This design comes from an exercise in tuning for a short achievable clock period on the open sky130 flow, not from production work. At most, simulation tests tie the RTL to the original design; equivalence was not proved. No driver is modelled on the clock port, so clock power and skew are understated where the tree is cut down; a real chip needs a root buffer or a tree. Power figures rest on the tool's default switching activity, not on a simulated workload.

==> trial 73: inputs <==
Design ccsds_rx, start of the top module:
module ccsds_rx (
    input  wire        clk,
    input  wire        rst,             
    input  wire        in_valid,
    input  wire [7:0]  in_byte,
    input  wire        in_kind,         
    input  wire [8:0]  in_blen,         
    output reg         out_valid,
    output reg  [7:0]  out_byte,
    output reg         out_vc,          
    output reg         done,
    output reg  [1:0]  status,          
    output reg         frame_kind,
    output reg  [8:0]  frame_len,
    output reg  [7:0]  data_len,
    output reg  [15:0] ecf,
    output wire        bp_type,
    output wire [6:0]  bp_apid,
    output wire        bp_ecf_flag,
    output wire [3:0]  tf_tfvn,
    output wire [15:0] tf_scid,
    output wire        tf_sdid,
    output wire [5:0]  tf_vcid,
    output wire [3:0]  tf_mapid,
    output wire        tf_end_flag,
    output wire        tf_bypass,
    output wire        tf_command,
    output wire        tf_ocf,
  ...
Settings: LEC_CHECK=0, ABC_CLOCK_PERIOD_IN_PS=1400, CAP_MARGIN=20, CORE_MARGIN=2, CORE_UTILIZATION=60, SETUP_SLACK_MARGIN=2.7, SLEW_MARGIN=20, TNS_END_PERCENT=100; clock period 4.0 ns.
standard.sh (not shown) runs the stock make flow with config.mk's settings and CLKGATE_MAP_FILE= SYNTH_SCRIPT=/design/flow/synth_recipe.tcl, a recipe that flattens the netlist after the stock synthesis.
==> flow/flow/run.sh <==
#!/bin/bash
# The standard layout (standard.sh), with one change: the clock tree is built
# by flow/clocktree.tcl (a two-level buffer tree, run as ORFS's pre-CTS hook)
# in place of clock_tree_synthesis. All of make's output goes to flow_make.log;
# each ORFS step keeps its own log under orfs/logs.
set -euo pipefail
export PRE_CTS_TCL="$PWD/flow/clocktree.tcl"
export CT_ROOTS=2 CT_LEAVES=16
bash standard.sh finish > flow_make.log 2>&1
==> flow/flow/clocktree.tcl <==
# Pre-CTS hook: a two-level clock tree built by hand. The clock port drives
# a few root buffers, each root a few leaf buffers, each leaf a compact
# group of flip-flops (recursive bisection of the flip-flop positions).
# Every flip-flop is two buffers from the port, so the clock arrives at all
# of them at about the same time. clock_tree_synthesis then has nothing to do.

set ::ct_roots  [expr {[info exists ::env(CT_ROOTS)]  ? $::env(CT_ROOTS)  : 2}]
set ::ct_leaves [expr {[info exists ::env(CT_LEAVES)] ? $::env(CT_LEAVES) : 16}]
set ::ct_master [expr {[info exists ::env(CT_BUF)] ? $::env(CT_BUF) : "sky130_fd_sc_hd__clkbuf_16"}]

set ::ct_block [ord::get_db_block]
set ::ct_db    [ord::get_db]
set ::ct_clk   [$::ct_block findNet clk]
set ::ct_buf   [$::ct_db findMaster $::ct_master]

proc ct_center {it} {
    set inst [$it getInst]
    set bb [$inst getBBox]
    return [list [expr {([$bb xMin] + [$bb xMax]) / 2}] [expr {([$bb yMin] + [$bb yMax]) / 2}]]
}

# split a list of {x y item} into 2^levels groups of equal size
proc ct_bisect {pts levels} {
    if {$levels == 0 || [llength $pts] < 2} { return [list $pts] }
    set xs [lmap p $pts {lindex $p 0}]
    set ys [lmap p $pts {lindex $p 1}]
    set dx [expr {[tcl::mathfunc::max {*}$xs] - [tcl::mathfunc::min {*}$xs]}]
    set dy [expr {[tcl::mathfunc::max {*}$ys] - [tcl::mathfunc::min {*}$ys]}]
    set k [expr {$dx >= $dy ? 0 : 1}]
    set s [lsort -integer -index $k $pts]
    set h [expr {[llength $s] / 2}]
    return [concat [ct_bisect [lrange $s 0 [expr {$h - 1}]] [expr {$levels - 1}]] \
                   [ct_bisect [lrange $s $h end] [expr {$levels - 1}]]]
}

proc ct_centroid {pts} {
    set sx 0; set sy 0
    foreach p $pts { set sx [expr {$sx + [lindex $p 0]}]; set sy [expr {$sy + [lindex $p 1]}] }
    set n [llength $pts]
    return [list [expr {$sx / $n}] [expr {$sy / $n}]]
}

proc ct_make_buf {name x y} {
    
    set inst [odb::dbInst_create $::ct_block $::ct_buf $name]
    set w [$::ct_buf getWidth]
    set h [$::ct_buf getHeight]
    $inst setLocation [expr {$x - $w / 2}] [expr {$y - $h / 2}]
    $inst setPlacementStatus PLACED
    return $inst
}

proc ct_make_net {name} {
    
    set net [odb::dbNet_create $::ct_block $name]
    $net setSigType CLOCK
    return $net
}

set sinks {}
foreach it [$::ct_clk getITerms] {
    lappend sinks [concat [ct_center $it] [list $it]]
}
puts "clocktree: [llength $sinks] sinks, $::ct_roots roots, $::ct_leaves leaves"

set per_root [expr {$::ct_leaves / $::ct_roots}]
set root_levels [expr {int(round(log($::ct_roots) / log(2)))}]
set leaf_levels [expr {int(round(log($per_root) / log(2)))}]
set ri 0
set li 0
foreach rgroup [ct_bisect $sinks $root_levels] {
    set lgroups [ct_bisect $rgroup $leaf_levels]
    set lcent {}
    foreach g $lgroups { lappend lcent [ct_centroid $g] }
    set rc [ct_centroid $lcent]
    set rnet [ct_make_net "clknet_root_$ri"]
    set rinst [ct_make_buf "clkbuf_root_$ri" {*}$rc]
    [$rinst findITerm A] connect $::ct_clk
    [$rinst findITerm X] connect $rnet
    foreach g $lgroups c $lcent {
        set lnet [ct_make_net "clknet_leaf_$li"]
        set linst [ct_make_buf "clkbuf_leaf_$li" {*}$c]
        [$linst findITerm A] connect $rnet
        [$linst findITerm X] connect $lnet
        foreach p $g {
            set it [lindex $p 2]
            $it disconnect
            $it connect $lnet
        }
        incr li
    }
    incr ri
}
global_connect
set_propagated_clock [all_clocks]

# the tree is built: clock_tree_synthesis has nothing left to do
proc clock_tree_synthesis {args} {
    puts "clocktree: clock_tree_synthesis skipped, tree built by hand"
}
==> build 12 (differences from trial 73) <==
--- a/flow/design.v
+++ b/flow/design.v
@@ -201,12 +201,13 @@
     reg        t1_r0, t1_r1;    
     reg        t1_lt2, t1_lt5, t1_eq4, t1_lt8, t1_ge7;
     reg        t1_small;        
     reg [3:0]  t1_ixlo;
     reg [4:0]  t1_ixhi;
     reg [7:0]  t1_b;
+    reg [15:0] t1_u;
     always @(posedge clk) begin
         t1_v     <= t0_v & ~rst_r;
         t1_fr    <= t0_fr;
         t1_last  <= t0_last;
         t1_kind  <= t0_kind;
         t1_r0    <= c_hz & (c_lo == c_off);
@@ -217,34 +218,33 @@
         t1_eq4   <= (t0_ixhi == 5'd0) && (t0_ixlo == 4'd4);
         t1_lt8   <= (t0_ixhi == 5'd0) && (t0_ixlo < 4'd8);
         t1_ge7   <= (t0_ixhi != 5'd0) || (t0_ixlo >= 4'd7);
         t1_ixlo  <= t0_ixlo;
         t1_ixhi  <= t0_ixhi;
         t1_b     <= t0_b;
+        t1_u     <= crc_step(16'h0000, t0_b);
     end
     wire        bp_e   = hdr1[7];
     wire [6:0]  bp_l   = hdr1[6:0];
     wire        ef     = hdr3[0];
     wire [2:0]  vl     = hdr6[2:0];
     wire [15:0] tl     = {hdr4, hdr5};
     reg        d_bpe, d_ef, d_kind;
     reg [8:0]  d_flen;
     reg [8:0]  d_lm2, d_lm1;
     reg [3:0]  d_vend;
-    reg [4:0]  a_10v;           
-    reg [7:0]  a_tl8;
+    reg [2:0]  d_vl;
     reg        a_bperr, a_n4, a_n7, a_n256, a_tlbig, a_tlsmall;
     reg        a_gthi, a_eqhi;              
     reg [3:0]  a_tlo, a_nlo;
-    reg [7:0]  a_dl_bp, a_dl_tr;
+    reg [7:0]  a_dlen;
     always @(posedge clk) begin
         d_bpe     <= bp_e;
         d_ef      <= ef;
         d_kind    <= fkind;
-        a_10v     <= 5'd10 + {2'b00, vl};
-        a_tl8     <= tl[7:0];
+        d_vl      <= vl;
         d_vend    <= 4'd7 + {1'b0, vl};
         d_lm2     <= tl[8:0] - 9'd2;
         d_lm1     <= tl[8:0] - 9'd1;
         d_flen    <= !fkind ? {2'b00, bp_l} : (ef ? fn : tl[8:0]);
         a_bperr   <= ({1'b0, bp_l} < (bp_e ? 8'd4 : 8'd2));
         a_n4      <= (fn < 9'd4);
@@ -253,20 +253,21 @@
         a_tlbig   <= (tl[15:9] != 7'd0) || (tl[8] && tl[7:0] != 8'd0);
         a_tlsmall <= (tl[15:5] == 11'd0) && (tl[4:0] < 5'd10 + {2'd0, vl});
         a_gthi    <= (tl[8:4] > fn[8:4]);
         a_eqhi    <= (tl[8:4] == fn[8:4]);
         a_tlo     <= tl[3:0];
         a_nlo     <= fn[3:0];
-        a_dl_bp   <= {1'b0, bp_l} - (bp_e ? 8'd4 : 8'd2);
-        a_dl_tr   <= fn[7:0] - 8'd7;
+        a_dlen    <= !fkind ? ({1'b0, bp_l} - (bp_e ? 8'd4 : 8'd2))
+                            : (ef ? fn[7:0] - 8'd7 : tl[7:0] - 8'd10);
     end
     reg        t2_v, t2_fr, t2_last, t2_kind;
     reg        t2_r0, t2_r1, t2_lt2, t2_lt5, t2_eq4, t2_lt8, t2_ge7, t2_small;
     reg [3:0]  t2_ixlo;
     reg [4:0]  t2_ixhi;
     reg [7:0]  t2_b;
+    reg [15:0] t2_u;
     always @(posedge clk) begin
         t2_v     <= t1_v & ~rst_r;
         t2_fr    <= t1_fr;
         t2_last  <= t1_last;
         t2_kind  <= t1_kind;
         t2_r0    <= t1_r0;
@@ -277,43 +278,37 @@
         t2_lt8   <= t1_lt8;
         t2_ge7   <= t1_ge7;
         t2_small <= t1_small;
         t2_ixlo  <= t1_ixlo;
         t2_ixhi  <= t1_ixhi;
         t2_b     <= t1_b;
+        t2_u     <= t1_u;
     end
     reg        e_lenerr0;       
     reg        e_tlgtn;         
-    reg [7:0]  e_dl_nt, e_dl_bp, e_dl_tr;
-    reg        e_kind, e_ef;
+    reg [7:0]  d_dlen;
     always @(posedge clk) begin
         if (!d_kind)
             e_lenerr0 <= a_bperr;
         else if (d_ef)
             e_lenerr0 <= a_n4 | a_n7 | a_n256;
         else
             e_lenerr0 <= a_n4 | a_n7 | a_tlbig | a_tlsmall;
         e_tlgtn <= a_gthi | (a_eqhi & (a_tlo > a_nlo));
-        e_dl_nt <= a_tl8 - {3'd0, a_10v};
-        e_dl_bp <= a_dl_bp;
-        e_dl_tr <= a_dl_tr;
-        e_kind  <= d_kind;
-        e_ef    <= d_ef;
+        d_dlen  <= (d_kind && !d_ef) ? a_dlen - {5'd0, d_vl} : a_dlen;
     end
     reg        d_lenerr;
-    reg [7:0]  d_dlen;
-    always @(posedge clk) begin
+    always @(posedge clk)
         d_lenerr <= e_lenerr0 | (d_kind & ~d_ef & e_tlgtn);
-        d_dlen   <= !e_kind ? e_dl_bp : (e_ef ? e_dl_tr : e_dl_nt);
-    end
     reg        t3_v, t3_fr, t3_last, t3_kind;
     reg        t3_r0, t3_r1, t3_lt2, t3_lt5, t3_eq4, t3_lt8, t3_ge7;
     reg        t3_m2hi_eq, t3_m2hi_lt, t3_m2lo_eq, t3_m2lo_lt;
     reg        t3_m1hi_eq, t3_m1lo_eq;
     reg        t3_vlt, t3_veq;    
     reg [7:0]  t3_b;
+    reg [15:0] t3_u;
     always @(posedge clk) begin
         t3_v       <= t2_v & ~rst_r;
         t3_fr      <= t2_fr;
         t3_last    <= t2_last;
         t3_kind    <= t2_kind;
         t3_r0      <= t2_r0;
@@ -329,12 +324,13 @@
         t3_m2lo_lt <= (t2_ixlo <  d_lm2[3:0]);
         t3_m1hi_eq <= (t2_ixhi == d_lm1[8:4]);
         t3_m1lo_eq <= (t2_ixlo == d_lm1[3:0]);
         t3_vlt     <= t2_small && (t2_ixlo <  d_vend);
         t3_veq     <= t2_small && (t2_ixlo == d_vend);
         t3_b       <= t2_b;
+        t3_u       <= t2_u;
     end
     wire m2_lt = t3_m2hi_lt | (t3_m2hi_eq & t3_m2lo_lt);     
     wire m2_eq = t3_m2hi_eq & t3_m2lo_eq;                    
     wire m1_eq = t3_m1hi_eq & t3_m1lo_eq;                    
     wire r_ge2 = ~t3_r0 & ~t3_r1;
     reg  c_range, c_data, c_vc, c_thi, c_tlo, c_df;
@@ -375,13 +371,13 @@
         t4_pay  <= t3_f & ~rst_r & (c_data | c_vc) & ~d_lenerr;
         t4_vc   <= c_vc;
         t4_thi  <= c_thi;
         t4_tlo  <= c_tlo;
         t4_df   <= c_df;
         t4_b    <= t3_b;
-        t4_u    <= crc_step(16'h0000, t3_b);
+        t4_u    <= t3_u;
     end
     reg [15:0] crc;
     reg [7:0]  thi, tlo, hdf;
     reg        eqhi, eqlo;
     always @(posedge clk) begin
         out_valid <= t4_pay & ~rst & ~rst_r;
==> flow/run.sh (new file) <==
#!/bin/bash
# synth_recipe.tcl (not shown) runs the flow's synth.tcl, then flattens the netlist and writes it again
# the make line also repeats each setting of config.mk as NAME=value (left out here)
make -C /OpenROAD-flow-scripts/flow DESIGN_CONFIG=/design/flow/config.mk WORK_HOME=/design/flow/orfs CLKGATE_MAP_FILE= SYNTH_SCRIPT=/design/flow/synth_recipe.tcl finish
==> flow/config.mk (replaced) <==
export PLATFORM = sky130hd
export DESIGN_NAME = ccsds_rx
export DESIGN_NICKNAME = ccsds_rx
export VERILOG_FILES = /design/flow/design.v
export SDC_FILE = /design/flow/constraint.sdc
export NUM_CORES = 4
export LEC_CHECK = 0
export ABC_CLOCK_PERIOD_IN_PS = 1600
export CAP_MARGIN = 20
export CORE_MARGIN = 2
export CORE_UTILIZATION = 60
export SETUP_SLACK_MARGIN = 2.4
export SLEW_MARGIN = 20
export TNS_END_PERCENT = 100
removed: flow/flow/run.sh
removed: flow/flow/clocktree.tcl
removed: flow/standard.sh
==> trial 76 (differences from trial 73) <==
==> flow/flow/run.sh (replaced) <==
#!/bin/bash
# The standard layout (standard.sh), with one change: the clock tree is built
# by flow/clocktree.tcl (a two-level buffer tree, run as ORFS's pre-CTS hook)
# in place of clock_tree_synthesis. All of make's output goes to flow_make.log;
# each ORFS step keeps its own log under orfs/logs.
set -euo pipefail
export PRE_CTS_TCL="$PWD/flow/clocktree.tcl"
export CT_ROOTS=4 CT_LEAVES=16
bash standard.sh finish > flow_make.log 2>&1
==> comparison table <==
quantity	trial 73	trial 76	build 12
CTS clock-pin slew for the worst setup and hold paths	0.11 ns	0.12 ns	0.06 ns
Worst setup path category	reg -> out	reg -> reg	reg -> out
Time the final worst path needs with I/O delays and setup	1.70 ns	1.70 ns	1.81 ns
Postcts setup bufs	60	58	20
Post-detailed-routing wire length	29.1 mm	29.0 mm	28.9 mm
Result of the run	finished clean	finished clean	finished clean
FF-to-FF setup slack	2.32 ns	2.30 ns	2.34 ns
Internal power contribution	6.43 mW	6.52 mW	8.05 mW
Cell count of the worst reg-to-reg path	8	8	7
Vias post-DR	8693	8677	8753
Placed cell count	1630	1630	1615
Leakage	7.65 nW	7.66 nW	7.87 nW
Effective utilization at floorplan	61.2%	61.2%	60.7%
For build 12, only the layout was checked, not whether the RTL still works. In trial 73 and trial 76 the design's own scripts or RTL, not TritonCTS, make the clock network.

==> port drivers added, routing unchanged <==
How much do the figures lean on ideal ports? The routed layouts below were timed once more, with nothing changed but the port constraints.
Step 1 assumes that a clkbuf_16 drives the clock port and a buf_2 every other input.
Step 2, shift: input delay + t, output delay - t, t = (earliest + latest rising clock arrival at the registers) / 2. This alone moves slack from input paths to output paths.
Three values: ideal ports, drivers, drivers and shift; two values: the first two.
run | shift t [ns] | setup slack, ns | worst setup path at the end | pins driven straight from the clock port
trial 73 | 0.458 | 2.296 / 2.232 / 2.296 | input to register | 2
build 12 | 0.579 | 2.190 / 2.142 / 1.943 | input to register | 1
trial 76 | 0.439 | 2.300 / 2.242 / 2.300 | register to register | 4
After both steps setup and hold are still met in every run listed. The setup slack of build 12, which loses most, moves by -0.048 ns with the drivers and by -0.247 ns with both steps.
